Context: an optimization exercise on an open-source flow, tuned for small area. The choices shown serve that exercise and are no tape-out recipe. Function was checked by simulation only, so behaviour that the tests miss may differ from the original. Power figures rest on the tool's default switching activity, not on a simulated workload.

==> flow/design.v <==
module owir_sync #(
    parameter WIDTH  = 1,
    parameter STAGES = 2,
    parameter [WIDTH-1:0] RESET_VAL = {WIDTH{1'b1}}
) (
    input  wire             clk,
    input  wire             rst,
    input  wire [WIDTH-1:0] d,
    output wire [WIDTH-1:0] q
);
    reg [WIDTH-1:0] stage [0:STAGES-1];
    integer i;
    always @(posedge clk) begin
        if (rst) begin
            for (i = 0; i < STAGES; i = i + 1)
                stage[i] <= RESET_VAL;
        end else begin
            stage[0] <= d;
            for (i = 1; i < STAGES; i = i + 1)
                stage[i] <= stage[i-1];
        end
    end
    assign q = stage[STAGES-1];
endmodule
module owir_onewire (
    input  wire        clk,
    input  wire        rst,
    input  wire        cmd_wr,        
    input  wire [15:0] cmd_v,
    input  wire        line,          
    output wire [1:0]  role,
    output reg         idle_high,
    output wire        busy,
    output reg  [2:0]  op,
    output reg  [2:0]  bitno,
    output reg  [1:0]  result,
    output reg  [7:0]  rdata,
    output wire        done_flag,     
    output wire        err_flag       
);
    localparam [8:0] CNT_END  = 9'b100010000;
    localparam [8:0] CNT_MASK = 9'b011101111;
    localparam [8:0] C480 = 9'b000001110;
    localparam [8:0] C40  = 9'b110111100;
    localparam [8:0] C300 = 9'b111101010;
    localparam [8:0] C5   = 9'b011110001;
    localparam [8:0] C56  = 9'b001010001;
    localparam [8:0] C60  = 9'b110000101;
    localparam [8:0] C1   = 9'b100010000;
    localparam [8:0] C10  = 9'b110010111;
    localparam [8:0] C50  = 9'b001010111;
    reg [1:0] ph;         
    reg [8:0] cnt;
    reg [7:0] sh;
    assign busy = !(ph[1] && ph[0]);
    assign role = busy ? {1'b0, ph == 2'd0} : {idle_high, 1'b0};
    wire is_rst  = !op[2] && !op[1] && op[0];
    wire is_wr   = !op[0];
    wire is_byte = op[2];
    wire rsv_ok  = (cmd_v[7:3] == 5'd0);
    wire accept  = cmd_wr && !busy && rsv_ok;
    wire [2:0] new_op = cmd_v[2:0];
    wire timed   = (new_op != 3'd0) && !(new_op[2] && new_op[1]);
    wire last = busy && ((cnt & CNT_MASK) == (CNT_END & CNT_MASK));
    wire more = is_byte && !(&bitno);
    wire end1 = last && ph == 2'd1;
    wire end2 = last && ph == 2'd2;
    wire next_bit = more && ((end1 && is_wr) || (end2 && !is_wr && !is_rst));
    wire finish   = (end1 && is_wr && !more) || (end2 && (is_rst || !more));
    assign done_flag = finish;
    assign err_flag  = cmd_wr && (busy || !rsv_ok);
    reg [8:0] cnt_ld;
    always @(*) begin
        if (!busy) begin
            if (new_op == 3'd1)      cnt_ld = C480;
            else if (!new_op[0])     cnt_ld = cmd_v[8] ? C5 : C60;
            else                     cnt_ld = C1;
        end else if (ph == 2'd0) begin
            if (is_rst)              cnt_ld = C40;
            else if (is_wr)          cnt_ld = sh[0] ? C56 : C1;
            else                     cnt_ld = C10;
        end else if (ph == 2'd1) begin
            if (is_rst)              cnt_ld = C300;
            else if (is_wr)          cnt_ld = sh[1] ? C5 : C60;
            else                     cnt_ld = C50;
        end else begin
            cnt_ld = C1;
        end
    end
    always @(posedge clk) begin
        if (!busy || last)
            cnt <= cnt_ld;
        else
            cnt <= {cnt[7:0], ~(cnt[8] ^ cnt[4])};
    end
    always @(posedge clk) begin
        if (!busy)
            sh <= cmd_v[15:8];
        else if (end1)
            sh <= {line, sh[7:1]};
    end
    always @(posedge clk) begin
        if (rst) begin
            ph        <= 2'd3;
            idle_high <= 1'b0;
            op        <= 3'd0;
            bitno     <= 3'd0;
            result    <= 2'd0;
            rdata     <= 8'd0;
        end else begin
            if (last)
                ph <= (finish || next_bit) ? {finish, finish} : ph + 2'd1;
            if (next_bit)
                bitno <= bitno + 3'd1;
            if (end2 && is_rst)
                result <= !line ? 2'd3 : !sh[7] ? 2'd1 : 2'd2;
            if (finish && !is_wr && !is_rst)
                rdata <= is_byte ? sh : {7'd0, sh[7]};
            if (accept && new_op != 3'd0) begin
                op <= new_op;
                if (new_op[2] && new_op[1]) begin
                    idle_high <= !new_op[0];
                end else begin
                    ph    <= 2'd0;
                    bitno <= 3'd0;
                    if (new_op == 3'd1)
                        result <= 2'd0;
                end
            end
        end
    end
endmodule
module owir_tick (
    input  wire        clk,
    input  wire        rst,
    input  wire        tick_en,
    input  wire        btn_en,
    input  wire [3:0]  btn,         
    output wire        beat,
    output reg  [15:0] beat_cnt,
    output reg  [2:0]  local_val,   
    output reg  [5:0]  hold,        
    output wire [3:0]  db_nz,
    output wire        btn_flag     
);
    localparam [9:0] DIV_S0   = 10'b0110111011;
    localparam [9:0] DIV_END  = 10'b1011011011;
    localparam [9:0] DIV_MASK = 10'b1011111011;
    localparam [4:0] DB_LOAD  = 5'b00010;
    localparam [4:0] DB_ZMASK = 5'b10111;
    localparam [4:0] DB_LAST  = 5'b10000;
    localparam [4:0] DB_LMASK = 5'b11101;
    reg [9:0] div;
    reg [4:0] db [0:3];
    reg [3:0] btn_prev;
    assign beat = tick_en && ((div & DIV_MASK) == (DIV_END & DIV_MASK));
    wire [9:0] div_nx = {div[8:0], ~(div[9] ^ div[6])};
    reg  [4:0] db_n [0:3];
    reg  [3:0] honour, nz;
    integer k;
    always @(*) begin
        for (k = 0; k < 4; k = k + 1) begin
            nz[k]     = (db[k] & DB_ZMASK) != 5'd0;
            honour[k] = btn_en && btn_prev[k] && !btn[k] &&
                        (!nz[k] || (beat && (db[k] & DB_LMASK) == (DB_LAST & DB_LMASK)));
            db_n[k]   = honour[k] ? DB_LOAD :
                        (beat && nz[k]) ? {db[k][3:0], ~(db[k][4] ^ db[k][2])} : db[k];
        end
    end
    assign btn_flag = |honour;
    assign db_nz = nz;
    wire       hold_nz = hold != 6'd0;
    wire [5:0] hold_d  = (beat && hold_nz) ? hold - 6'd1 : hold;
    wire       collapse = beat && (hold[5:1] == 5'd0);
    wire [2:0] pressed_id = honour[0] ? 3'd1 :
                            honour[1] ? 3'd2 :
                            honour[2] ? 3'd3 : 3'd4;
    always @(posedge clk) begin
        if (!tick_en || beat)
            div <= DIV_S0;
        else
            div <= div_nx;
    end
    always @(posedge clk) begin
        if (rst) begin
            beat_cnt  <= 16'd0;
            btn_prev  <= 4'hF;
            local_val <= 3'd0;
            hold      <= 6'd0;
            for (k = 0; k < 4; k = k + 1)
                db[k] <= 5'd0;
        end else begin
            if (beat)
                beat_cnt <= beat_cnt + 16'd1;
            btn_prev <= btn;
            for (k = 0; k < 4; k = k + 1)
                db[k] <= db_n[k];
            if (btn_flag) begin
                local_val <= pressed_id;
                hold      <= 6'd48;
            end else begin
                if (collapse)
                    local_val <= 3'd0;
                hold <= hold_d;
            end
        end
    end
endmodule
module owir_irtx (
    input  wire       clk,
    input  wire       rst,
    input  wire       tick_en,
    input  wire       tx_en,
    input  wire       beat,
    input  wire [2:0] local_val,    
    output reg  [3:0] slot,
    output reg  [2:0] snap,
    output reg        frame_active,
    output wire       transmit,
    output wire       ir_tx_o
);
    localparam [3:0] CAR_END  = 4'b1010;
    localparam [3:0] CAR_MASK = 4'b1101;
    reg [3:0] car_cnt;
    reg       car_phase;
    wire start = slot[3] && slot[1] && slot[0];    
    reg slot_on;
    always @(*) begin
        case (slot)
            4'd0, 4'd1, 4'd5: slot_on = 1'b1;
            4'd2:             slot_on = !snap[2];
            4'd3:             slot_on = !snap[1];
            4'd4:             slot_on = !snap[0];
            default:          slot_on = 1'b0;
        endcase
    end
    assign transmit = frame_active && slot_on;
    always @(posedge clk) begin
        if (rst) begin
            slot         <= 4'd11;
            snap         <= 3'd0;
            frame_active <= 1'b0;
        end else if (!tick_en) begin
            slot         <= 4'd11;
            frame_active <= 1'b0;
        end else if (beat) begin
            if (start) begin
                slot         <= 4'd0;
                snap         <= local_val;
                frame_active <= tx_en && (local_val != 3'd0);
            end else begin
                slot         <= slot + 4'd1;
            end
        end
    end
    always @(posedge clk) begin
        if (!transmit) begin
            car_cnt   <= 4'd0;
            car_phase <= 1'b1;
        end else if ((car_cnt & CAR_MASK) == (CAR_END & CAR_MASK)) begin
            car_cnt   <= 4'd0;
            car_phase <= !car_phase;
        end else begin
            car_cnt   <= {car_cnt[2:0], ~(car_cnt[3] ^ car_cnt[2])};
        end
    end
    assign ir_tx_o = transmit && car_phase;
endmodule
module owir_irrx (
    input  wire       clk,
    input  wire       rst,
    input  wire       rx_en,
    input  wire       beat,
    input  wire       line,          
    output reg  [2:0] rx_state,
    output reg  [3:0] rx_acc,
    output reg  [3:0] peer_val,
    output wire       peer_valid,
    output reg  [4:0] age,           
    output wire       rx_flag,       
    output wire       err_flag       
);
    localparam [2:0] S_IDLE = 3'd0, S_START = 3'd1, S_B0 = 3'd2, S_B1 = 3'd3,
                     S_B2 = 3'd4, S_B3 = 3'd5, S_MARK = 3'd6, S_STOP = 3'd7;
    localparam [9:0] RX_HALF  = 10'b1011110101;
    localparam [9:0] RX_SLOT  = 10'b0110111011;
    localparam [9:0] RX_END   = 10'b1011011011;
    localparam [9:0] RX_MASK  = 10'b1011111011;
    reg       rx_prev;
    reg [9:0] rx_cnt;
    wire idle   = (rx_state == S_IDLE);
    wire fall   = rx_prev && !line;
    wire firing = rx_en && !idle && ((rx_cnt & RX_MASK) == (RX_END & RX_MASK));
    assign rx_flag  = firing && (rx_state == S_STOP) && line;
    assign err_flag = firing && (((rx_state == S_START) && line) ||
                                 ((rx_state == S_STOP)  && !line));
    wire age_sat = age[4] && age[3] && age[0];       
    assign peer_valid = !age_sat;
    always @(posedge clk) begin
        if (idle)
            rx_cnt <= RX_HALF;
        else if (firing)
            rx_cnt <= RX_SLOT;
        else
            rx_cnt <= {rx_cnt[8:0], ~(rx_cnt[9] ^ rx_cnt[6])};
    end
    always @(posedge clk) begin
        if (rst) begin
            rx_prev    <= 1'b1;
            rx_state   <= S_IDLE;
            rx_acc     <= 4'd0;
            peer_val   <= 4'd0;
            age        <= 5'd25;
        end else begin
            rx_prev <= line;
            if (beat) begin
                if (!age_sat)
                    age <= age + 5'd1;
                if (age[4] && age[3])                      
                    peer_val <= 4'd0;
            end
            if (!rx_en) begin
                rx_state <= S_IDLE;
            end else if (idle) begin
                if (fall) begin
                    rx_state <= S_START;
                    rx_acc   <= 4'd0;
                end
            end else if (firing) begin
                case (rx_state)
                    S_START: rx_state <= line ? S_IDLE : S_B0;
                    S_B0, S_B1, S_B2, S_B3: begin
                        rx_acc   <= {rx_acc[2:0], line};
                        rx_state <= rx_state + 3'd1;
                    end
                    S_MARK:  rx_state <= S_STOP;
                    default: begin  
                        rx_state <= S_IDLE;
                        if (line) begin
                            peer_val <= rx_acc;
                            age      <= 5'd0;
                        end
                    end
                endcase
            end
        end
    end
endmodule
module owir (
    input  wire        clk,
    input  wire        rst,
    input  wire        bus_sel,
    input  wire        bus_we,
    input  wire [4:0]  bus_off,
    input  wire [15:0] bus_wdata,
    input  wire        bus_size,
    output reg  [15:0] bus_rdata,
    output wire        ow_oe,
    output wire        ow_o,
    input  wire        ow_i,
    output wire        ir_tx_o,
    input  wire        ir_rx_i,
    input  wire [3:0]  btn_i,
    output wire        irq_tick,
    output wire        irq_ow,
    output wire        irq_rx,
    output wire        irq_btn
);
    wire ow_s, ir_s;
    wire [3:0] btn_s;
    owir_sync #(.WIDTH(6), .STAGES(2), .RESET_VAL(6'h3F)) u_sync (
        .clk(clk), .rst(rst),
        .d({btn_i, ir_rx_i, ow_i}),
        .q({btn_s, ir_s, ow_s})
    );
    wire [3:0] reg_idx = bus_off[4:1];
    wire       wr      = bus_sel && bus_we;
    wire       wr_ctrl = wr && (reg_idx == 4'd0);
    wire       wr_ifg  = wr && (reg_idx == 4'd1);
    wire       wr_cmd  = wr && (reg_idx == 4'd2);
    reg [3:0] ctrl_en, ctrl_ie;
    reg [5:0] ifg;
    wire tick_en = ctrl_en[0];
    wire tx_en   = ctrl_en[1];
    wire rx_en   = ctrl_en[2];
    wire btn_en  = ctrl_en[3];
    wire        beat;
    wire [15:0] beat_cnt;
    wire [2:0]  local_val;
    wire [5:0]  hold;
    wire [3:0]  db_nz;
    wire        btn_flag;
    owir_tick u_tick (
        .clk(clk), .rst(rst), .tick_en(tick_en), .btn_en(btn_en), .btn(btn_s),
        .beat(beat), .beat_cnt(beat_cnt), .local_val(local_val), .hold(hold),
        .db_nz(db_nz), .btn_flag(btn_flag)
    );
    wire [3:0] slot;
    wire [2:0] snap;
    wire       frame_active, transmit;
    owir_irtx u_tx (
        .clk(clk), .rst(rst), .tick_en(tick_en), .tx_en(tx_en), .beat(beat),
        .local_val(local_val), .slot(slot), .snap(snap),
        .frame_active(frame_active), .transmit(transmit), .ir_tx_o(ir_tx_o)
    );
    wire [2:0] rx_state;
    wire [3:0] rx_acc, peer_val;
    wire       peer_valid;
    wire [4:0] age;
    wire       rx_flag, rx_err_flag;
    owir_irrx u_rx (
        .clk(clk), .rst(rst), .rx_en(rx_en), .beat(beat), .line(ir_s),
        .rx_state(rx_state), .rx_acc(rx_acc), .peer_val(peer_val),
        .peer_valid(peer_valid), .age(age), .rx_flag(rx_flag), .err_flag(rx_err_flag)
    );
    wire [1:0] ow_role, ow_result;
    wire       ow_idle_high, ow_busy;
    wire [2:0] ow_op, ow_bit;
    wire [7:0] ow_rdata;
    wire       ow_done_flag, ow_err_flag;
    owir_onewire u_ow (
        .clk(clk), .rst(rst), .cmd_wr(wr_cmd), .cmd_v(bus_wdata), .line(ow_s),
        .role(ow_role), .idle_high(ow_idle_high), .busy(ow_busy), .op(ow_op),
        .bitno(ow_bit), .result(ow_result), .rdata(ow_rdata),
        .done_flag(ow_done_flag), .err_flag(ow_err_flag)
    );
    wire [5:0] ifg_set = {ow_err_flag, rx_err_flag, btn_flag, rx_flag, ow_done_flag, beat};
    wire [5:0] ifg_clr = wr_ifg ? bus_wdata[5:0] : 6'd0;
    always @(posedge clk) begin
        if (rst) begin
            ctrl_en <= 4'd0;
            ctrl_ie <= 4'd0;
            ifg     <= 6'd0;
        end else begin
            if (wr_ctrl) begin
                ctrl_en <= bus_wdata[3:0];
                ctrl_ie <= bus_wdata[11:8];
            end
            ifg <= (ifg & ~ifg_clr) | ifg_set;
        end
    end
    assign ow_oe = ow_role[0] || ow_role[1];
    assign ow_o  = ow_role[1];
    assign irq_tick = ifg[0] && ctrl_ie[0];
    assign irq_ow   = ifg[1] && ctrl_ie[1];
    assign irq_rx   = ifg[2] && ctrl_ie[2];
    assign irq_btn  = ifg[3] && ctrl_ie[3];
    always @(*) begin
        case (reg_idx)
            4'h0: bus_rdata = {4'd0, ctrl_ie, 4'd0, ctrl_en};
            4'h1: bus_rdata = {10'd0, ifg};
            4'h3: bus_rdata = {2'b00, ow_bit, ow_op, 1'b0, ow_s, ow_result,
                               ow_idle_high, ow_role, ow_busy};
            4'h4: bus_rdata = {8'h00, ow_rdata};
            4'h5: bus_rdata = {5'd0, ir_tx_o, frame_active, transmit, 1'b0, snap, 1'b0, local_val};
            4'h6: bus_rdata = {7'd0, ir_s, rx_acc, 1'b0, rx_state};
            4'h7: bus_rdata = {3'd0, age, 3'b000, peer_valid, peer_val};
            4'h8: bus_rdata = beat_cnt;
            4'h9: bus_rdata = {12'h000, slot};
            4'hA: bus_rdata = {4'h0, btn_s, 4'h0, db_nz};
            4'hB: bus_rdata = {10'd0, hold};
            default: bus_rdata = 16'h0000;
        endcase
    end
endmodule
==> flow/run.sh <==
#!/bin/bash
# synth_recipe.tcl (not shown) runs the flow's synth.tcl, then flattens the netlist and writes it again
# the make line also repeats each setting of config.mk as NAME=value (left out here)
make -C /OpenROAD-flow-scripts/flow DESIGN_CONFIG=/design/flow/config.mk WORK_HOME=/design/flow/orfs CLKGATE_MAP_FILE= SYNTH_SCRIPT=/design/flow/synth_recipe.tcl finish
==> flow/config.mk <==
export PLATFORM = sky130hd
export DESIGN_NAME = owir
export DESIGN_NICKNAME = owir
export VERILOG_FILES = /design/flow/design.v
export SDC_FILE = /design/flow/constraint.sdc
export NUM_CORES = 4
export LEC_CHECK = 0
export CAP_MARGIN = 20
export CORE_MARGIN = 2
export CORE_UTILIZATION = 40
export SLEW_MARGIN = 20
==> flow/constraint.sdc <==
create_clock -name core_clock -period 10.0 [get_ports {clk}]
set_input_delay 2.0000 -clock core_clock [delete_from_list [all_inputs] [get_ports {clk}]]
set_output_delay 2.0000 -clock core_clock [all_outputs]
set_load 0.01 [all_outputs]
==> flow_summary.json, run 1 <==
{
  "r2r_end": "u_rx.peer_val[3]",
  "clk_latency_ns": 0.44,
  "rows": 51,
  "final_common_cell": "dfxtp_1",
  "start_kind": "primary input",
  "cts_buffers": 17,
  "status": "no timing/DRC/antenna violations",
  "post-route-period-util": 0.690,
  "cp_data_required_time_ns": 8.00,
  "drc": 0,
  "syn_area_per_cell_um2": 8.55,
  "portBuffers": 52,
  "die_height_um": 146,
  "worstSetupEndpointType": "primary output",
  "irDropWorstVdd_v": 0.0000965,
  "setup_viol": 0,
  "synth-edff-count": 8,
  "drive_above_1_share": 0.0960,
  "holdBufCountCts": 0,
  "via_per_inst": 5.51,
  "cts_setup_buffers": 0,
  "grt_usage": 0.204,
  "crit_buf_inv": 3,
  "synth-main-ff-cell": "dfxtp_1",
  "r2r_slack_ns": 7.06,
  "final_nets": 1026,
  "max-clock-path-buffers": 2,
  "grt_pass1_wl_um": 34500,
  "r2r_start": "u_rx.rx_state[0]",
  "period_needed_ns": 6.90,
  "die_x_um": 146,
  "initial_core_util": 0.409,
  "yosys_register_bits": 161,
  "fmax_mhz": 145,
  "criticalPathCategory": "primary input to primary output",
  "syn_nets": 997,
  "yosysWarnings": 9,
  "hpwl_um": 15200,
  "hp-class": "flop to flop",
  "grt_pass1_vias": 6309,
  "cp.arrival_ns": 4.90,
  "first_iter_violations": 551,
  "cts_root_buffer": "clkbuf_16",
  "p_leak_nw": 3.31,
  "yosysUniqueCellTypes": 78,
  "cts_max_level": 4,
  "antenna_found_initial": 0,
  "crit_chain": "clkdlybuf4s50_1 -> inv_1 -> ha_1 -> nor2b_1 -> a22oi_1 -> nor2_1 -> a31oi_1 -> a31oi_1 -> clkdlybuf4s50_1",
  "grt_max_degree": 68,
  "cp.depth": 9,
  "tightest_slew_ns": 1.09,
  "maxSlewViolCount": 0,
  "cts.repair.resized": 0,
  "grt_overflow_total": 0,
  "skew_ns": 0.00772,
  "drt-wirelength-per-cell_um": 17.0,
  "vias": 6849,
  "io_pins": 55,
  "crit_slowest_cell": "ha_1",
  "gp_congestion": 0.919,
  "synthesis.area_um2": 8010,
  "clk_pin_slew_ns": 0.06,
  "maxCapViolations": 0,
  "cp-startpoint": "bus_off[4]",
  "postRouteAntennaNets": 0,
  "fin_util": 0.476,
  "die_area_um2": 21200,
  "cts_tree": "built",
  "synth-async-reset-ratio": 0,
  "setup_tns_ns": 0,
  "hold_viol_final": 0,
  "core_um2": 19600,
  "dr.pass1.iters": 6,
  "rsz0062_at_grt": "no",
  "wirelength_um": 21200,
  "crit_family": "buffers and inverters",
  "crit_path_end": "bus_rdata[4]",
  "area_growth_pct": 16.4,
  "slew_headroom": 0.261,
  "cp_slowest_stage_delay_ns": 0.62,
  "yosysSeqAreaShare": 0.412,
  "p_per_area_nw_per_um2": 149,
  "cts.sinks": 161,
  "path_max_fanout": 19,
  "worst_r2r_path_depth": 7,
  "mostFrequentLayoutCells": "dfxtp_1 (153), nand2_1 (101), nor2_1 (83)",
  "netlist_instances": 937,
  "diodes": 0
}
cells in the mapped netlist, types with 5 or more instances:
cell	n	area [um^2]
dfxtp_1	153	3060
nand2_1	101	379
nor2_1	83	312
a21oi_1	68	340
o21ai_0	44	220
clkbuf_1	40	150
inv_1	37	139
nand3_1	33	165
mux2i_1	29	290
ha_1	28	350
nor3_1	25	125
nand2b_1	23	144
and2_1	20	125
or2_2	20	125
a31oi_1	16	100
mux2_2	16	180
xnor2_1	13	114
nand4_1	12	75.1
xor2_1	11	96.3
a22o_1	10	87.6
nor2b_1	9	56.3
nor3b_1	9	67.6
and3_1	8	50.1
edfxtp_1	8	240
nand3b_1	8	60.1
a22oi_1	6	45.0
nor4_1	6	37.5
buf_2	5	25.0
o21a_1	5	37.5
o21bai_1	5	37.5
o221ai_1	5	43.8
through the flow:
stage	area [um^2]	hold slack, ns	instances	total power, mW	setup slack, ns
2_1_floorplan	8010	0.389	937	0.710	4.63
3_3_place_gp	8720	0.397	1212	0.740	3.22
3_5_place_dp	8720	0.394	1212	0.741	3.20
4_1_cts	9310	0.409	1244	1.40	3.19
5_1_grt	9330	0.431	1244	1.43	2.97
6_report	9330	0.409	1244	1.39	3.10
flip-flops by register name, summed over array words and instances, names as in the netlist, 3 cells and up:
name / count
ctrl_en: 4
u_rx.age: 5
u_ow.rdata: 8
u_tx.snap: 3
u_rx.rx_state: 3
u_rx.rx_acc: 4
u_ow.op: 3
u_tick.db: 20
u_ow.bitno: 3
ifg: 6
u_tick.hold: 6
u_tick.btn_prev: 4
u_ow.sh: 8
u_tx.slot: 4
ctrl_ie: 4
u_tick.div: 10
u_ow.cnt: 9
u_tick.beat_cnt: 16
u_tx.car_cnt: 4
u_sync.stage: 12
u_tick.local_val: 3
u_rx.peer_val: 4
u_rx.rx_cnt: 10
worst reg2reg max path, delay by kind of cell (launching register included):
kind,cells,cell delay (ns)
buf+inv,1,0.11
compound gates,2,0.85
simple gates,3,1.11
fa+ha+maj,1,0.30
flops,1,0.43
power by group:
group	total (mW)	internal (mW)	switching, mW
clock network	0.664	0.378	0.286
logic	0.0674	0.0291	0.0383
registers	0.659	0.653	0.00571
kinds of logic (layout without fill, tap and decap cells):
family / count (synthesis) / count (layout) / share of synthesized area
XOR/XNOR: 24 / 24 / 0.0262
multiplexers: 45 / 45 / 0.0587
buffers and inverters: 88 / 130 / 0.0429
adder cells (fa/ha/maj): 28 / 28 / 0.0437
flip-flops: 161 / 161 / 0.412
AO/OA/AOI/OAI: 205 / 205 / 0.164
AND/OR/NAND/NOR: 386 / 386 / 0.252
final cells by class:
type / instances / area (um^2)
tap: 265 / 332
clock inverter: 14 / 155
timing repair buffer: 60 / 576
sequential: 161 / 3300
fill: 1931 / 10300
multi-input combinational: 688 / 4380
inverter: 38 / 143
clock buffer: 18 / 439
layer usage:
metal	share of wire	GRT usage
met1	0.49	0.287
met2	0.44	0.310
met3	0.056	0.0458
met4	0.020	0.0637
met5	0	0
worst min path at each step:
| stage | from | endpoint | slack [ns] | cells past startpoint |
|---|---|---|---|---|
| detailed placement | u_sync.stage[0][2] | u_sync.stage[1][2] | 0.39 | 1 |
| finish | u_sync.stage[0][2] | u_sync.stage[1][2] | 0.41 | 1 |
| CTS | u_sync.stage[0][2] | u_sync.stage[1][2] | 0.41 | 1 |
| global placement | u_sync.stage[0][4] | u_sync.stage[1][4] | 0.40 | 1 |
| floorplan | u_sync.stage[0][0] | u_sync.stage[1][0] | 0.39 | 1 |
| global route | u_sync.stage[0][2] | u_sync.stage[1][2] | 0.43 | 1 |
==> inputs of run 2 (changes only) <==
--- a/flow/design.v
+++ b/flow/design.v
@@ -139,5 +139,5 @@
     output wire        beat,
     output reg  [15:0] beat_cnt,
-    output reg  [2:0]  local_val,   
+    output wire [2:0]  local_val,   
     output reg  [5:0]  hold,        
     output wire [3:0]  db_nz,
@@ -152,4 +152,5 @@
     localparam [4:0] DB_LMASK = 5'b11101;
     reg [9:0] div;
+    reg [1:0] lv;          
     reg [4:0] db [0:3];
     reg [3:0] btn_prev;
@@ -173,7 +174,10 @@
     wire [5:0] hold_d  = (beat && hold_nz) ? hold - 6'd1 : hold;
     wire       collapse = beat && (hold[5:1] == 5'd0);
-    wire [2:0] pressed_id = honour[0] ? 3'd1 :
-                            honour[1] ? 3'd2 :
-                            honour[2] ? 3'd3 : 3'd4;
+    wire [1:0] pressed_id = honour[0] ? 2'd1 :
+                            honour[1] ? 2'd2 :
+                            honour[2] ? 2'd3 : 2'd0;
+    assign local_val = {hold_nz && lv == 2'd0, lv};
+    always @(posedge clk)
+        btn_prev <= btn;
     always @(posedge clk) begin
         if (!tick_en || beat)
@@ -185,6 +189,5 @@
         if (rst) begin
             beat_cnt  <= 16'd0;
-            btn_prev  <= 4'hF;
-            local_val <= 3'd0;
+            lv        <= 2'd0;
             hold      <= 6'd0;
             for (k = 0; k < 4; k = k + 1)
@@ -193,13 +196,12 @@
             if (beat)
                 beat_cnt <= beat_cnt + 16'd1;
-            btn_prev <= btn;
             for (k = 0; k < 4; k = k + 1)
                 db[k] <= db_n[k];
             if (btn_flag) begin
-                local_val <= pressed_id;
+                lv        <= pressed_id;
                 hold      <= 6'd48;
             end else begin
                 if (collapse)
-                    local_val <= 3'd0;
+                    lv <= 2'd0;
                 hold <= hold_d;
             end
@@ -283,8 +285,8 @@
     localparam [2:0] S_IDLE = 3'd0, S_START = 3'd1, S_B0 = 3'd2, S_B1 = 3'd3,
                      S_B2 = 3'd4, S_B3 = 3'd5, S_MARK = 3'd6, S_STOP = 3'd7;
-    localparam [9:0] RX_HALF  = 10'b1011110101;
-    localparam [9:0] RX_SLOT  = 10'b0110111011;
-    localparam [9:0] RX_END   = 10'b1011011011;
-    localparam [9:0] RX_MASK  = 10'b1011111011;
+    localparam [9:0] RX_HALF  = 10'b1000001110;
+    localparam [9:0] RX_SLOT  = 10'b1000101110;
+    localparam [9:0] RX_END   = 10'b0111010101;
+    localparam [9:0] RX_MASK  = 10'b1111111111;
     reg       rx_prev;
     reg [9:0] rx_cnt;
@@ -305,7 +307,8 @@
             rx_cnt <= {rx_cnt[8:0], ~(rx_cnt[9] ^ rx_cnt[6])};
     end
+    always @(posedge clk)
+        rx_prev <= line;
     always @(posedge clk) begin
         if (rst) begin
-            rx_prev    <= 1'b1;
             rx_state   <= S_IDLE;
             rx_acc     <= 4'd0;
@@ -313,5 +316,4 @@
             age        <= 5'd25;
         end else begin
-            rx_prev <= line;
             if (beat) begin
                 if (!age_sat)
==> flow/flow/run.sh (new file) <==
#!/bin/bash
# Own layout flow: the standard flow (standard.sh) with
#  - synthesis: the standard script with an area-oriented abc mapping script,
#  - port buffers: buf_1 instead of the default pick,
#  - CTS: clkbuf_8 leaf buffers, clkbuf_16 root, no dummy loads.
set -euo pipefail
W=$(pwd)
export FLOW_WORK=$W
export MY_ABC_SCRIPT=$W/flow/area.abc
export BUFFER_PORTS_ARGS="-buffer_cell sky130_fd_sc_hd__buf_1"
export CTS_ARGS="-sink_clustering_enable -repair_clock_nets -dont_use_dummy_load -buf_list sky130_fd_sc_hd__clkbuf_8 -root_buf sky130_fd_sc_hd__clkbuf_16"
sed "s#SYNTH_SCRIPT=[^ ]*#SYNTH_SCRIPT=$W/flow/my_synth.tcl#" standard.sh > my_standard.sh
grep -q "SYNTH_SCRIPT=$W/flow/my_synth.tcl" my_standard.sh
bash my_standard.sh synth > synth.log 2>&1
bash my_standard.sh > layout.log 2>&1
test -f out/final.def
==> flow/flow/area.abc (new file) <==
strash
dc2
&get -n
&st
&dch -f
&nf -R 1000
&put
strash
dc2
&get -n
&st
&dch -f
&nf -R 1000
&put
topo
==> flow/flow/my_synth.tcl (new file) <==
# The standard synthesis (synth_recipe.tcl, sourced unchanged), with only the abc
# technology-mapping script replaced by an area-oriented one (flow/area.abc).
proc abc {args} {
  set i [lsearch -exact $args -script]
  if {$i >= 0} { lset args [expr {$i + 1}] $::env(MY_ABC_SCRIPT) }
  yosys abc {*}$args
}
source $::env(FLOW_WORK)/synth_recipe.tcl
==> flow/standard.sh (new file) <==
#!/bin/bash
# synth_recipe.tcl (not shown) runs the flow's synth.tcl, then flattens the netlist and writes it again
# the make line also repeats each setting of config.mk as NAME=value (left out here)
make -C /OpenROAD-flow-scripts/flow DESIGN_CONFIG=/design/flow/config.mk WORK_HOME=/design/flow/orfs CLKGATE_MAP_FILE= SYNTH_SCRIPT=/design/flow/synth_recipe.tcl "${@:-finish}"
removed: flow/run.sh
==> run 2 against run 1 <==
Against the previous run: critical path type unchanged; sequential power about the same; clock power decreased by 45%; still clean on timing, DRC and antenna; highest routed layer unchanged; global-route usage increased by 1.5 points; setup slack improved by 0.69 ns; cell count decreased by 10%; critical path depth decreased by 1; sequential share of layout area increased by 6.5 points; combinational power decreased by 38%; sequential cell count decreased by 1.
==> flow_summary.json, run 2 <==
{
  "cts_max_level": 4,
  "ys_top_cells_by_count": "dfxtp_1 (152), nor2_1 (108), nand2_1 (100)",
  "largest_reg_flops": 20,
  "clk_latency_ns": 0.38,
  "post-route-period-util": 0.621,
  "netlist_instances": 815,
  "irDropWorstVdd_v": 0.0000901,
  "max-clock-path-buffers": 2,
  "area_growth_pct": 11.2,
  "hold_ws_ns": 0.411,
  "tightest_slew_ns": 1.01,
  "cp.arrival_ns": 4.21,
  "slew_headroom": 0.324,
  "synthesis.area_um2": 7040,
  "maxSlewViolCount": 0,
  "setup_viol": 0,
  "drc": 0,
  "cp_data_required_time_ns": 8.00,
  "yosysSeqAreaShare": 0.467,
  "holdBufCountCts": 0,
  "syn_area_per_cell_um2": 8.63,
  "synthDominantCellAreaShare": 0.432,
  "top_register": "u_tick.db",
  "grt_pass1_wl_um": 31000,
  "regArea_um2": 3280,
  "die_height_um": 137,
  "yosys_register_bits": 160,
  "synth-async-reset-ratio": 0,
  "reg_top3": "u_tick.db x20, u_tick.beat_cnt x16, u_sync.stage x12",
  "hold_viol_final": 0,
  "dr.pass1.iters": 5,
  "grt_max_degree": 69,
  "synth_most_common_cell": "dfxtp_1",
  "fillers": 1731,
  "hp-class": "flop to flop",
  "period_needed_ns": 6.21,
  "first_iter_violations": 545,
  "final_common_cell": "dfxtp_1",
  "vias": 6215,
  "multi_input_area_um2": 3630,
  "rsz0062_at_grt": "no",
  "yosysUniqueCellTypes": 51,
  "fmax_mhz": 161,
  "synth-main-ff-cell": "dfxtp_1",
  "maxCapViolations": 0,
  "setup_tns_ns": 0,
  "io_pins": 55,
  "cts_setup_buffers": 0,
  "grt_overflow_total": 0,
  "synth-edff-count": 8,
  "mostFrequentLayoutCells": "dfxtp_1 (152), nor2_1 (108), nand2_1 (100)",
  "synth.area.top_cells": "dfxtp_1 (43%), nor2_1 (5.8%), nand2_1 (5.3%)",
  "die_x_um": 137,
  "status": "no timing/DRC/antenna violations",
  "syn_nets": 874,
  "p_per_area_nw_per_um2": 136,
  "hpwl_um": 14200,
  "worstSetupEndpointType": "primary output",
  "wirelength_um": 19600,
  "yosysTopAreaCell": "dfxtp_1",
  "p_leak_nw": 2.84,
  "grt_pass1_vias": 5665,
  "final_nets": 952,
  "drt-wirelength-per-cell_um": 17.5,
  "start_kind": "primary input",
  "cts_root_buffer": "clkbuf_16",
  "cts_buffers": 17,
  "rows": 48,
  "cts.sinks": 160,
  "cts_tree": "built",
  "core_um2": 17200,
  "portBuffers": 52,
  "yosysWarnings": 9,
  "clk_pin_slew_ns": 0.06,
  "criticalPathCategory": "primary input to primary output",
  "antenna_found_initial": 0,
  "drive_above_1_share": 0.0303,
  "die_area_um2": 18700,
  "gp_congestion": 0.944,
  "diodes": 0,
  "path_max_fanout": 13,
  "grt_usage": 0.219,
  "initial_core_util": 0.408,
  "via_per_inst": 5.57,
  "postRouteAntennaNets": 0,
  "cts.repair.resized": 0,
  "skew_ns": 0.0235
}
## run 2: cell count changes in the layout (fill, tap and decap cells not counted), moves of 20 or more
cell             change
buf_1               +51
clkdlybuf4s50_1     -51
nor2_1              +25
clkinv_1            +34
and2_1              -20
and2_0              +21
inv_1               -37
or2_2               -20
mux2i_1             -21
## run 2: worst paths after layout
kind | start | to | slack (ns) | depth (start not counted)
hold / removal | u_sync.stage[0][3] | u_sync.stage[1][3] | 0.41 | 1
setup reg to reg | ctrl_en[0] | u_tick.beat_cnt[15] | 6.58 | 15
hold reg to reg | u_sync.stage[0][3] | u_sync.stage[1][3] | 0.41 | 1
setup / recovery | bus_off[2] | bus_rdata[3] | 3.79 | 8
## run 2: routing by layer
layer / GRT usage / share of wire / wire [um] / vias to the layer above
met5: 0 / 0 / 0 / -
met4: 0.0671 / 0.018 / 347 / 0
li1: - / - / - / 3094
met1: 0.315 / 0.48 / 9460 / 2914
met3: 0.0500 / 0.065 / 1280 / 28
met2: 0.324 / 0.43 / 8490 / 179
## run 2: layout make-up
class                           instances  share of cell area
Clock buffer                           17              0.0313
Inverter                               35              0.0168
Multi-Input combinational cell        620               0.464
Sequential cell                       160               0.420
Tap cell                              225              0.0360
Timing Repair Buffer                   59              0.0318
## run 2: power by group
group / switching, mW / internal [mW] / leakage [nW]
clock: 0.202 / 0.161 / 0.127
combinational: 0.0292 / 0.0129 / 1.40
sequential: 0.00591 / 0.650 / 1.32
total: 0.237 / 0.823 / 2.84
## run 2: cell families (layout without fill, tap and decap cells)
group	after synthesis	count (layout)	share of synthesized area
xor+xnor	11	11	0.0137
fa+ha+maj	27	27	0.0480
simple gates	370	370	0.251
buf+inv	35	111	0.0187
mux	14	14	0.0210
compound gates	198	198	0.181
flops	160	160	0.467
## run 2: through the flow
step                      cells  total power [mW]  setup WS (ns)  area [um^2]  utilization
after floorplan             815             0.687           4.21         7040            -
after global placement     1099             0.712           3.79         7580        0.440
after detailed placement   1099             0.712           3.80         7580        0.440
after CTS                  1116              1.07           3.81         7820        0.454
after global routing       1116              1.10           3.58         7820        0.454
final                      1116              1.06           3.79         7820        0.454
## run 2: critical path, stage by stage
cell      delay [ns]
buf_1           0.42
nand2b_1        0.28
nor2_1          0.59
o21ai_0         0.23
nand3_1         0.14
a221oi_1        0.05
a21oi_1         0.29
buf_1           0.20
==> inputs of run 3 (changes only) <==
--- a/flow/flow/run.sh
+++ b/flow/flow/run.sh
@@ -1,5 +1,5 @@
 #!/bin/bash
 # Own layout flow: the standard flow (standard.sh) with
-#  - synthesis: the standard script with an area-oriented abc mapping script,
+#  - synthesis: the standard script without adder cells and with an area-oriented abc script,
 #  - port buffers: buf_1 instead of the default pick,
 #  - CTS: clkbuf_8 leaf buffers, clkbuf_16 root, no dummy loads.
==> flow/flow/area.abc (replaced) <==
strash
&get -n
&st
&syn4
&dch -f
&nf -R 1000 -p -F 20 -A 10 -C 32 -E 10
&put
strash
dc2
&get -n
&st
&dch -f
&nf -R 1000 -p -F 20 -A 10 -C 32 -E 10
&put
topo
==> flow/flow/my_synth.tcl (replaced) <==
# The standard synthesis (synth_recipe.tcl, sourced unchanged), with only the
# combinational mapping changed: no adder extraction into ha/fa cells (ADDER_MAP_FILE
# cleared) and an area-oriented abc script (flow/area.abc). Registers are untouched.
proc abc {args} {
  set i [lsearch -exact $args -script]
  if {$i >= 0} { lset args [expr {$i + 1}] $::env(MY_ABC_SCRIPT) }
  yosys abc {*}$args
}
set ::env(ADDER_MAP_FILE) ""
source $::env(FLOW_WORK)/synth_recipe.tcl
==> run 3 against run 2 <==
Against the previous run: hold slack lost 0.0083 ns; sequential cell count is the same; via count is 11% lower; clock-buffer cell count unchanged; critical endpoint unchanged; first-iteration DRC count increased by 5.5%; cell area decreased by 10%; clock skew rose by 0.0068 ns; combinational power is 7.8% lower; synthesized cell count decreased by 20%.
==> flow_summary.json, run 3 <==
{
  "worstSetupEndpointType": "primary output",
  "cpMostUsedCell": "buf_1",
  "maxSlewViolCount": 0,
  "max-clock-path-buffers": 2,
  "portBuffers": 52,
  "top_register": "u_tick.db",
  "path_max_fanout": 16,
  "grt_pass1_vias": 5213,
  "hpwl_um": 12800,
  "cts_buffers": 17,
  "drc": 0,
  "rows": 45,
  "mostFrequentLayoutCells": "dfxtp_1 (152), nor2_1 (59), nand2_1 (58)",
  "cp_slowest_stage_delay_ns": 0.88,
  "synthesis.area_um2": 6280,
  "cts_root_buffer": "clkbuf_16",
  "die_area_um2": 16700,
  "final_cells": 941,
  "yosysUniqueCellTypes": 51,
  "core_um2": 15300,
  "crit_slowest_cell": "nor3_2",
  "cts.sinks": 160,
  "cp.arrival_ns": 4.02,
  "period_needed_ns": 6.02,
  "criticalPathCategory": "primary input to primary output",
  "ys_top_cells_by_count": "dfxtp_1 (152), nor2_1 (59), nand2_1 (58)",
  "yosysSeqAreaShare": 0.523,
  "p_leak_nw": 2.49,
  "status": "no timing/DRC/antenna violations",
  "grt_overflow_total": 0,
  "area_growth_pct": 12.2,
  "grt_pass1_wl_um": 27500,
  "crit_buf_inv": 2,
  "io_pins": 55,
  "yosys_register_bits": 160,
  "post-route-period-util": 0.602,
  "p_per_area_nw_per_um2": 149,
  "via_per_inst": 5.89,
  "cts.repair.resized": 0,
  "synth-main-ff-cell": "dfxtp_1",
  "dr.pass1.iters": 9,
  "die_height_um": 129,
  "crit_chain": "buf_1 -> nand2b_1 -> nor3_2 -> a222oi_1 -> nand3_1 -> buf_1",
  "cts_max_level": 4,
  "diodes": 0,
  "yosysTopAreaCell": "dfxtp_1",
  "antenna_found_initial": 0,
  "crit_family": "simple AND/OR/NAND/NOR gates",
  "reg_top3": "u_tick.db x20, u_tick.beat_cnt x16, u_sync.stage x12",
  "holdBufCountCts": 0,
  "initial_core_util": 0.411,
  "largest_reg_flops": 20,
  "hp-class": "flop to flop",
  "cp_data_required_time_ns": 8.00,
  "first_iter_violations": 575,
  "slew_headroom": 0.252,
  "syn_area_per_cell_um2": 9.60,
  "postRouteAntennaNets": 0,
  "synthDominantCellAreaShare": 0.485,
  "start_kind": "primary input",
  "tightest_slew_ns": 1.12,
  "fmax_mhz": 166,
  "synth.area.top_cells": "dfxtp_1 (48%), a22o_1 (6.7%), edfxtp_1 (3.8%)",
  "cts_tree": "built",
  "dp.cells": 924,
  "clk_latency_ns": 0.38,
  "hold_ws_ns": 0.403,
  "drive_above_1_share": 0.0356,
  "vias": 5538,
  "yosysWarnings": 9,
  "syn_nets": 686,
  "gp_congestion": 0.915,
  "setup_tns_ns": 0,
  "clk_pin_slew_ns": 0.06,
  "wirelength_um": 17300,
  "rsz0062_at_grt": "no",
  "skew_ns": 0.0303,
  "final_nets": 764,
  "hold_viol_final": 0,
  "final_common_cell": "dfxtp_1",
  "drt-wirelength-per-cell_um": 18.4,
  "synth_most_common_cell": "dfxtp_1",
  "maxCapViolations": 0,
  "total_power_mw": 1.05,
  "irDropWorstVdd_v": 0.0000928,
  "netlist_instances": 654,
  "setup_viol": 0,
  "synth-edff-count": 8,
  "cts_setup_buffers": 0,
  "die_x_um": 129,
  "grt_usage": 0.214,
  "grt_max_degree": 54,
  "synth-async-reset-ratio": 0
}
## run 3: changes by cell type after synthesis, moves of 8 or more
cell	previous run	this run
a21oi_1	68	44
a222oi_1	9	22
a22o_1	4	48
a22oi_1	24	11
a31oi_1	20	5
clkinv_1	35	12
ha_1	27	0
nand2_1	100	58
nand3_1	22	14
nor2_1	108	59
nor4_1	4	13
## run 3: power by group
part,leakage [nW],switching [mW],internal [mW]
registers,1.32,0.00530,0.650
logic,1.04,0.0265,0.0124
clock network,0.127,0.192,0.160
total,2.49,0.224,0.823
## run 3: area by class of cell
class / instances / area, um^2
fillers: 1472 / 8220
flip-flops and latches: 160 / 3280
multi-input cells: 482 / 2960
well taps: 211 / 264
repair buffers: 59 / 249
clock buffers: 17 / 245
inverters: 12 / 45.0
## run 3: logic make-up (layout without fill, tap and decap cells)
family | Yosys count | after routing | share of synthesized area
compound gates | 186 | 186 | 0.214
buf+inv | 12 | 88 | 0.00717
simple gates | 273 | 273 | 0.221
mux | 10 | 10 | 0.0175
xor+xnor | 13 | 13 | 0.0181
flops | 160 | 160 | 0.523
## run 3: worst paths after layout
kind / end / from / cells after the start / slack [ns]
worst min register to register: u_tick.btn_prev[1] / u_sync.stage[1][3] / 0 / 0.40
worst max register to register: u_tick.beat_cnt[15] / u_tick.div[7] / 16 / 6.08
worst max-delay path: bus_rdata[3] / bus_off[4] / 6 / 3.98
worst min-delay path: u_tick.btn_prev[1] / u_sync.stage[1][3] / 0 / 0.40
## run 3: routing by layer
layer	vias up	part of all wire	GRT usage
li1	2643	-	-
met1	2650	0.45	0.292
met2	214	0.45	0.323
met3	31	0.075	0.0566
met4	0	0.026	0.0863
met5	-	0	0
## run 3: per-stage QoR
step                worst slack, ns   util  instance area (um^2)
floorplan                      4.56      -                  6280
global placement               4.04  0.445                  6800
detailed placement             4.06  0.445                  6800
CTS                            4.05  0.462                  7040
global route                   3.87  0.462                  7040
finish                         3.98  0.462                  7040
==> inputs of run 4 (changes only) <==
--- a/flow/flow/run.sh
+++ b/flow/flow/run.sh
@@ -1,5 +1,5 @@
 #!/bin/bash
 # Own layout flow: the standard flow (standard.sh) with
-#  - synthesis: the standard script without adder cells and with an area-oriented abc script,
+#  - synthesis: the standard script without adder cells and with the smallest of several area-oriented abc mappings,
 #  - port buffers: buf_1 instead of the default pick,
 #  - CTS: clkbuf_8 leaf buffers, clkbuf_16 root, no dummy loads.
@@ -7,5 +7,5 @@
 W=$(pwd)
 export FLOW_WORK=$W
-export MY_ABC_SCRIPT=$W/flow/area.abc
+export MY_ABC_DIR=$W/flow
 export BUFFER_PORTS_ARGS="-buffer_cell sky130_fd_sc_hd__buf_1"
 export CTS_ARGS="-sink_clustering_enable -repair_clock_nets -dont_use_dummy_load -buf_list sky130_fd_sc_hd__clkbuf_8 -root_buf sky130_fd_sc_hd__clkbuf_16"
==> flow/flow/my_synth.tcl (replaced) <==
# The standard synthesis (synth_recipe.tcl, sourced unchanged), with only the
# combinational mapping changed: no adder extraction into ha/fa cells (ADDER_MAP_FILE
# cleared), and abc run with each area-oriented script in flow/*.abc, keeping the
# mapping with the smallest cell area. Registers are untouched.
proc abc {args} {
  set i [lsearch -exact $args -script]
  if {$i < 0} { return [yosys abc {*}$args] }
  set libargs {}
  foreach lib $::env(LIB_FILES) { lappend libargs -liberty $lib }
  yosys design -save pre_abc
  set best ""; set best_area 1e18
  foreach s [lsort [glob $::env(MY_ABC_DIR)/*.abc]] {
    yosys design -load pre_abc
    lset args [expr {$i + 1}] $s
    yosys abc {*}$args
    set f $::env(OBJECTS_DIR)/abc_try.txt
    yosys tee -q -o $f stat {*}$libargs
    set fh [open $f r]; set txt [read $fh]; close $fh
    if {[regexp {Chip area for module '[^']*': ([0-9.]+)} $txt -> a]} {
      puts "ABC_TRY [file tail $s] area $a"
      if {$a < $best_area} { set best_area $a; set best $s }
    }
  }
  puts "ABC_BEST [file tail $best] area $best_area"
  yosys design -load pre_abc
  lset args [expr {$i + 1}] $best
  yosys abc {*}$args
}
set ::env(ADDER_MAP_FILE) ""
source $::env(FLOW_WORK)/synth_recipe.tcl
==> flow/flow/s14.abc (new file) <==
strash
dc2
&get -n
&st
&dch -f
&nf -R 1000
&put
strash
dc2
&get -n
&st
&dch -f
&nf -R 1000
&put
topo
==> flow/flow/s22.abc (new file) <==
strash
&get -n
&st
&syn4
&dch -f
&nf -R 1000
&put
strash
dc2
&get -n
&st
&dch -f
&nf -R 1000
&put
topo
==> flow/flow/s26.abc (new file) <==
strash
&get -n
&st
&syn4
&dch -f
&nf -R 1000 -p -F 10 -A 6 -C 32
&put
strash
dc2
&get -n
&st
&dch -f
&nf -R 1000 -p -F 10 -A 6 -C 32
&put
topo
==> flow/flow/s29.abc (new file) <==
strash
&get -n
&st
&syn4
&dch -f
&nf -R 1000 -p -F 10 -A 6 -C 32
&put
strash
dc2
&get -n
&st
&dch -f
&nf -R 1000 -p -F 10 -A 6 -C 32
&put
strash
dc2
&get -n
&st
&dch -f
&nf -R 1000 -p -F 10 -A 6 -C 32
&put
topo
==> flow/flow/s32.abc (new file) <==
strash
&get -n
&st
&syn4
&dch -f
&nf -R 1000 -p -F 20 -A 10 -C 32 -E 10
&put
strash
dc2
&get -n
&st
&dch -f
&nf -R 1000 -p -F 20 -A 10 -C 32 -E 10
&put
topo
==> flow/flow/t01.abc (new file) <==
strash
&get -n
&st
&syn4
&dch -f
&nf -R 1000 -p -F 30 -A 20 -C 32 -E 30
&put
strash
dc2
&get -n
&st
&dch -f
&nf -R 1000 -p -F 30 -A 20 -C 32 -E 30
&put
topo
==> flow/flow/t02.abc (new file) <==
strash
&get -n
&st
&syn2
&dch -f
&nf -R 1000 -p -F 20 -A 10 -C 32 -E 10
&put
strash
dc2
&get -n
&st
&dch -f
&nf -R 1000 -p -F 20 -A 10 -C 32 -E 10
&put
topo
==> flow/flow/t03.abc (new file) <==
strash
&get -n
&st
&dc2
&syn4
&dch -f
&nf -R 1000 -p -F 20 -A 10 -C 32 -E 10
&put
strash
&get -n
&st
&syn4
&dch -f
&nf -R 1000 -p -F 20 -A 10 -C 32 -E 10
&put
topo
==> flow/flow/t04.abc (new file) <==
strash
&get -n
&st
&syn4
&dch -f
&nf -R 1000 -p -F 20 -A 10 -C 32 -E 10
&put
strash
dc2
&get -n
&st
&dch -f
&nf -R 1000 -p -F 20 -A 10 -C 32 -E 10
&put
strash
dc2
&get -n
&st
&dch -f
&nf -R 1000 -p -F 20 -A 10 -C 32 -E 10
&put
topo
==> flow/flow/t05.abc (new file) <==
strash
dc2
resub -K 8
rewrite
refactor
&get -n
&st
&syn4
&dch -f
&nf -R 1000 -p -F 10 -A 6 -C 32
&put
strash
dc2
&get -n
&st
&dch -f
&nf -R 1000 -p -F 10 -A 6 -C 32
&put
topo
==> flow/flow/t06.abc (new file) <==
strash
&get -n
&st
&synch2
&dch -f
&nf -R 1000 -p -F 20 -A 10 -C 32 -E 10
&put
strash
&get -n
&st
&syn4
&dch -f
&nf -R 1000 -p -F 20 -A 10 -C 32 -E 10
&put
topo
==> flow/flow/t07.abc (new file) <==
strash
&get -n
&st
&syn4
&dch -f
&nf -R 1000
&put
strash
dc2
&get -n
&st
&dch -f
&nf -R 1000 -p -F 20 -A 10 -C 32 -E 10
&put
topo
==> flow/flow/t08.abc (new file) <==
strash
&get -n
&st
&syn4
&syn4
&dch -f
&nf -R 1000 -p -F 10 -A 6 -C 32
&put
strash
dc2
&get -n
&st
&dch -f
&nf -R 1000 -p -F 10 -A 6 -C 32
&put
topo
--- a/flow/config.mk
+++ b/flow/config.mk
@@ -8,4 +8,4 @@
 export CAP_MARGIN = 20
 export CORE_MARGIN = 2
-export CORE_UTILIZATION = 40
+export CORE_UTILIZATION = 65
 export SLEW_MARGIN = 20
removed: flow/flow/area.abc
==> run 4 against run 3 <==
Against the previous run: clock power rose by 2%; first-iteration DRC count fell by 2.6%; largest cell class unchanged; critical path depth stayed put; power up 0.70%; register-to-register slack worse by 0.14 ns; global-route usage increased by 12 points; core utilization is 28 points higher; combinational power is 2% lower; synthesized cell count unchanged; critical endpoint is now bus_rdata[1]; cell count is 8.9% lower; routed wire length is 3.7% lower; via count grew 1.1%.
==> flow_summary.json, run 4 <==
{
  "maxSlewViolCount": 0,
  "cts_tree": "built",
  "start_kind": "primary input",
  "synth-simple-area-share": 0.221,
  "drc": 0,
  "synth-edff-count": 8,
  "syn_nets": 686,
  "status": "no timing/DRC/antenna violations",
  "crit_buf_inv": 2,
  "first_iter_violations": 560,
  "largest_reg_flops": 20,
  "synth-compound-area-share": 0.214,
  "grt_pass1_vias": 5228,
  "holdBufCountCts": 0,
  "die_x_um": 102,
  "yosysSeqAreaShare": 0.523,
  "hold_ws_ns": 0.396,
  "internal_power_uw": 822,
  "rsz0062_at_grt": "no",
  "via_per_inst": 6.53,
  "comb_power_share": 0.036,
  "maxCapViolations": 0,
  "p_leak_nw": 2.48,
  "gp_congestion": 0.989,
  "synth.area.top_cells": "dfxtp_1 (48%), a22o_1 (6.7%), edfxtp_1 (3.8%)",
  "cts_buffers": 17,
  "core_um2": 9330,
  "mostFrequentLayoutCells": "dfxtp_1 (152), nor2_1 (59), nand2_1 (58)",
  "drt-wirelength-per-cell_um": 19.4,
  "clk_pin_slew_ns": 0.07,
  "top_register": "u_tick.db",
  "crit_slowest_cell": "nor3_2",
  "p_switching_uw": 232,
  "synth_top_family_by_area": "simple AND/OR/NAND/NOR gates",
  "cp.arrival_ns": 3.91,
  "worstSetupEndpointType": "primary output",
  "p_per_area_nw_per_um2": 152,
  "clockPowerShare": 0.343,
  "dp.cells": 840,
  "final.setup.worst_slack_ns": 4.09,
  "dp_slack_ns": 4.15,
  "yosysUniqueCellTypes": 51,
  "cpMostUsedCell": "buf_1",
  "drive_above_1_share": 0.0343,
  "grt_pass1_wl_um": 26300,
  "rows": 35,
  "io_pins": 55,
  "final_cells": 857,
  "cp_data_required_time_ns": 8.00,
  "crit_chain": "buf_1 -> nand2b_1 -> nor3_2 -> a222oi_1 -> nand3_1 -> buf_1",
  "pwr-share-seq": 0.621,
  "dr.pass1.iters": 8,
  "setup_tns_ns": 0,
  "wirelength_um": 16600,
  "grt_max_degree": 55,
  "netlist_instances": 654,
  "hp-class": "flop to flop",
  "die_area_um2": 10500,
  "hold_start": "u_sync.stage[1][5]",
  "fmax_mhz": 169,
  "cts.sinks": 160,
  "antenna_found_initial": 0,
  "post-route-period-util": 0.591,
  "r2r_start": "u_tick.div[3]",
  "final_nets": 762,
  "swShare": 0.220,
  "synth-async-reset-ratio": 0,
  "postRouteAntennaNets": 0,
  "clk_latency_ns": 0.38,
  "die_height_um": 102,
  "synthDominantCellAreaShare": 0.485,
  "cts_setup_buffers": 0,
  "area_growth_pct": 10.4,
  "synthMuxAreaShare": 0.0175,
  "synthesis.area_um2": 6280,
  "crit_family": "simple AND/OR/NAND/NOR gates",
  "cts.repair.resized": 0,
  "irDropWorstVdd_v": 0.000118,
  "cts_root_buffer": "clkbuf_16",
  "yosys_register_bits": 160,
  "synth_xor_area_frac": 0.0181,
  "skew_ns": 0.0279,
  "hpwl_um": 11800,
  "yosysTopAreaCell": "dfxtp_1",
  "syn_area_per_cell_um2": 9.60,
  "cp_slowest_stage_delay_ns": 0.84,
  "cts_max_level": 4,
  "portBuffers": 52,
  "fillers": 720,
  "period_needed_ns": 5.91,
  "diodes": 0,
  "vias": 5599,
  "initial_core_util": 0.673,
  "tightest_slew_ns": 1.07,
  "slew_headroom": 0.284,
  "hold_viol_final": 0,
  "path_max_fanout": 16,
  "final_common_cell": "dfxtp_1",
  "yosysWarnings": 9,
  "grt_overflow_total": 0,
  "ys_top_cells_by_count": "dfxtp_1 (152), nor2_1 (59), nand2_1 (58)",
  "setup_viol": 0,
  "synth_most_common_cell": "dfxtp_1",
  "cp-startpoint": "bus_off[3]",
  "max-clock-path-buffers": 2,
  "synthAdderAreaFrac": 0,
  "synth-main-ff-cell": "dfxtp_1",
  "criticalPathCategory": "primary input to primary output",
  "grt_usage": 0.332,
  "reg_top3": "u_tick.db x20, u_tick.beat_cnt x16, u_sync.stage x12"
}
run 4: final timing paths:
check                              to  cells past startpoint  slack, ns
setup / recovery         bus_rdata[1]                      6       4.09
hold / removal     u_tick.btn_prev[3]                      0       0.40
setup reg to reg  u_tick.beat_cnt[15]                     16       5.94
hold reg to reg    u_tick.btn_prev[3]                      0       0.40
run 4: kinds of logic (layout without fill, tap and decap cells):
family | Yosys count | in the layout
buffers and inverters | 12 | 86
AO/OA/AOI/OAI | 186 | 186
XOR/XNOR | 13 | 13
flip-flops | 160 | 160
AND/OR/NAND/NOR | 273 | 273
multiplexers | 10 | 10
run 4: stage by stage:
stage	utilization	cell area (um^2)	power [mW]
floorplan	-	6280	0.686
global placement	0.716	6680	0.705
detailed placement	0.716	6680	0.706
CTS	0.742	6920	1.05
finish	0.743	6930	1.05
global route	0.743	6930	1.08
run 4: layout make-up:
type	count	area, um^2	share of cell area
Sequential cell	160	3280	0.474
Multi-Input combinational cell	482	2960	0.427
Clock buffer	17	245	0.0354
Timing Repair Buffer	57	234	0.0338
Tap cell	129	161	0.0233
Inverter	12	45.0	0.00650
run 4: power groups by stage:
stage	sequential [mW]	combinational, mW	clock [mW]
finish	0.655	0.0381	0.361
global route	0.655	0.0419	0.385
CTS	0.655	0.0375	0.360
detailed placement	0.669	0.0372	0
global placement	0.669	0.0359	0
floorplan	0.667	0.0190	0
run 4: layer usage:
metal,global-route usage,vias up,part of all wire,routed length (um)
li1,-,2643,-,-
met5,0,-,0,0
met4,0.126,0,0.025,408
met1,0.427,2602,0.41,6850
met3,0.0787,49,0.099,1650
met2,0.546,305,0.46,7730
==> inputs of run 5 (changes only) <==
--- a/flow/config.mk
+++ b/flow/config.mk
@@ -8,4 +8,4 @@
 export CAP_MARGIN = 20
 export CORE_MARGIN = 2
-export CORE_UTILIZATION = 65
+export CORE_UTILIZATION = 40
 export SLEW_MARGIN = 20
==> run 5 against run 4 <==
Against the previous run: die area rose by 60%; cell count rose by 9.8%; register-to-register slack improved by 0.14 ns; clock-buffer cell count did not move; first-iteration DRC count rose by 2.7%; routed wire length rose by 3.9%; via count fell by 1.1%; non-clock buffer count rose by 2; core utilization fell by 28 points; area after synthesis did not move; combinational power rose by 2%; setup slack got worse by 0.11 ns.
==> flow_summary.json, run 5 <==
{
  "synthesis.area_um2": 6280,
  "netlist_instances": 654,
  "worstSetupEndpointType": "primary output",
  "total_power_mw": 1.05,
  "yosysUniqueCellTypes": 51,
  "area_growth_pct": 12.2,
  "clk_latency_ns": 0.38,
  "synthAdderAreaFrac": 0,
  "wirelength_um": 17300,
  "final_nets": 764,
  "die_area_um2": 16700,
  "diodes": 0,
  "synth_top_family_by_area": "simple AND/OR/NAND/NOR gates",
  "synth_most_common_cell": "dfxtp_1",
  "grt_usage": 0.214,
  "rsz0062_at_grt": "no",
  "grt_overflow_total": 0,
  "yosys_register_bits": 160,
  "dr.pass1.iters": 9,
  "setup_viol": 0,
  "synth-main-ff-cell": "dfxtp_1",
  "io_pins": 55,
  "via_per_inst": 5.89,
  "fmax_mhz": 166,
  "first_iter_violations": 575,
  "cp_slowest_stage_delay_ns": 0.88,
  "hp-class": "flop to flop",
  "crit_slowest_cell": "nor3_2",
  "start_kind": "primary input",
  "synth-edff-count": 8,
  "top_register": "u_tick.db",
  "synth_xor_area_frac": 0.0181,
  "clockPowerShare": 0.337,
  "yosysSeqAreaShare": 0.523,
  "path_max_fanout": 16,
  "pwr-share-seq": 0.626,
  "criticalPathCategory": "primary input to primary output",
  "p_switching_uw": 224,
  "core_um2": 15300,
  "ys_top_cells_by_count": "dfxtp_1 (152), nor2_1 (59), nand2_1 (58)",
  "hold_viol_final": 0,
  "internal_power_uw": 823,
  "cts_buffers": 17,
  "rows": 45,
  "die_height_um": 129,
  "drc": 0,
  "cts_max_level": 4,
  "reg_top3": "u_tick.db x20, u_tick.beat_cnt x16, u_sync.stage x12",
  "p_per_area_nw_per_um2": 149,
  "synth.area.top_cells": "dfxtp_1 (48%), a22o_1 (6.7%), edfxtp_1 (3.8%)",
  "holdBufCountCts": 0,
  "synth-async-reset-ratio": 0,
  "antenna_found_initial": 0,
  "synth-compound-area-share": 0.214,
  "comb_power_share": 0.037,
  "fin_util": 0.462,
  "cpMostUsedCell": "buf_1",
  "synthMuxAreaShare": 0.0175,
  "cts_tree": "built",
  "maxCapViolations": 0,
  "period_needed_ns": 6.02,
  "crit_chain": "buf_1 -> nand2b_1 -> nor3_2 -> a222oi_1 -> nand3_1 -> buf_1",
  "maxSlewViolCount": 0,
  "setup_tns_ns": 0,
  "hpwl_um": 12800,
  "synthDominantCellAreaShare": 0.485,
  "drt-wirelength-per-cell_um": 18.4,
  "syn_area_per_cell_um2": 9.60,
  "vias": 5538,
  "grt_pass1_vias": 5213,
  "post-route-period-util": 0.602,
  "irDropWorstVdd_v": 0.0000928,
  "die_x_um": 129,
  "portBuffers": 52,
  "yosysWarnings": 9,
  "grt_pass1_wl_um": 27500,
  "grt_max_degree": 54,
  "cts_setup_buffers": 0,
  "p_leak_nw": 2.49,
  "yosysTopAreaCell": "dfxtp_1",
  "cts.repair.resized": 0,
  "max-clock-path-buffers": 2,
  "gp_congestion": 0.915,
  "final_common_cell": "dfxtp_1",
  "cts.sinks": 160,
  "cp_data_required_time_ns": 8.00,
  "swShare": 0.214,
  "synth-simple-area-share": 0.221,
  "postRouteAntennaNets": 0,
  "syn_nets": 686,
  "cts_root_buffer": "clkbuf_16",
  "status": "no timing/DRC/antenna violations",
  "largest_reg_flops": 20,
  "clk_pin_slew_ns": 0.06,
  "slew_headroom": 0.252,
  "cp.arrival_ns": 4.02,
  "skew_ns": 0.0303,
  "tightest_slew_ns": 1.12,
  "mostFrequentLayoutCells": "dfxtp_1 (152), nor2_1 (59), nand2_1 (58)",
  "initial_core_util": 0.411,
  "drive_above_1_share": 0.0356
}
-- run 5: changes by cell type in the layout (fill, tap and decap cells not counted) --
| cell | before | now |
|---|---|---|
| buf_4 | 5 | 7 |
| nor4_2 | 1 | 0 |
| nor4_1 | 12 | 13 |
-- run 5: area by class of cell --
class	instances	area [um^2]
flip-flops and latches	160	3280
multi-input cells	482	2960
well taps	211	264
inverters	12	45.0
fillers	1472	8220
repair buffers	59	249
clock buffers	17	245
-- run 5: power groups by stage --
stage	clock network [mW]	registers [mW]	logic (mW)
finish	0.353	0.655	0.0388
floorplan	0	0.667	0.0190
global route	0.392	0.655	0.0431
global placement	0	0.669	0.0377
CTS	0.365	0.655	0.0385
detailed placement	0	0.669	0.0384
-- run 5: worst paths after layout --
check | startpoint | end | slack (ns) | cells past startpoint
worst min-delay path | u_sync.stage[1][3] | u_tick.btn_prev[1] | 0.40 | 0
worst max-delay path | bus_off[4] | bus_rdata[3] | 3.98 | 6
worst min register to register | u_sync.stage[1][3] | u_tick.btn_prev[1] | 0.40 | 0
worst max register to register | u_tick.div[7] | u_tick.beat_cnt[15] | 6.08 | 16
-- run 5: logic make-up after synthesis --
| logic type | Yosys count |
|---|---|
| and+or+nand+nor | 273 |
| muxes | 10 |
| xor gates and xnor gates | 13 |
| AOI/OAI and AO/OA | 186 |
| DFF | 160 |
| buffers and inverters | 12 |
-- run 5: stage by stage --
step | instance area (um^2) | cells | hold slack [ns] | setup WS (ns)
5_1_grt | 7040 | 941 | 0.415 | 3.87
3_3_place_gp | 6800 | 924 | 0.393 | 4.04
6_report | 7040 | 941 | 0.403 | 3.98
3_5_place_dp | 6800 | 924 | 0.397 | 4.06
2_1_floorplan | 6280 | 654 | 0.350 | 4.56
4_1_cts | 7040 | 941 | 0.407 | 4.05
-- run 5: critical path, delay by kind of cell --
kind | cells | cell delay (ns)
AO/OA/AOI/OAI | 1 | 0.28
AND/OR/NAND/NOR | 3 | 1.32
buffers and inverters | 2 | 0.41
-- run 5: layer usage --
layer | GRT usage | wire (um) | vias up
met4 | 0.0863 | 452 | 0
met1 | 0.292 | 7780 | 2650
met2 | 0.323 | 7760 | 214
met3 | 0.0566 | 1300 | 31
li1 | - | - | 2643
met5 | 0 | 0 | -

-- static timing again, ports no longer ideal --
How much do the figures lean on ideal ports? The routed layouts below were timed once more, with nothing changed but the port constraints.
Step 1: set_driving_cell puts a clkbuf_16 on clk and a buf_2 on each other input, an assumption about the parent block.
Step 2 moves the port delays by t, midway between the first and last clock arrival at a register: inputs arrive t later, outputs are due t later. That takes back most of the time a late clock gives input paths.
a / b / c = no drivers / after step 1 / after step 2; a / b = the first two.
| run | t (ns) | setup WS [ns] | worst setup path at the end | clock arrival spread, ns |
|---|---|---|---|---|
| run 1 | 0.481 | 3.104 / 3.082 / 3.082 | input to output | 0.008 / 0.008 |
| run 2 | 0.412 | 3.790 / 3.761 / 3.761 | input to output | 0.024 / 0.023 |
| run 3 | 0.401 | 3.983 / 3.961 / 3.961 | input to output | 0.031 / 0.031 |
| run 4 | 0.404 | 4.088 / 4.040 / 4.040 | input to output | 0.029 / 0.029 |
| run 5 | 0.401 | 3.983 / 3.961 / 3.961 | input to output | 0.031 / 0.031 |
After both steps every run listed still meets setup and hold. The setup slack of run 4, which loses most, moves by -0.048 ns with the drivers and by -0.048 ns with both steps.
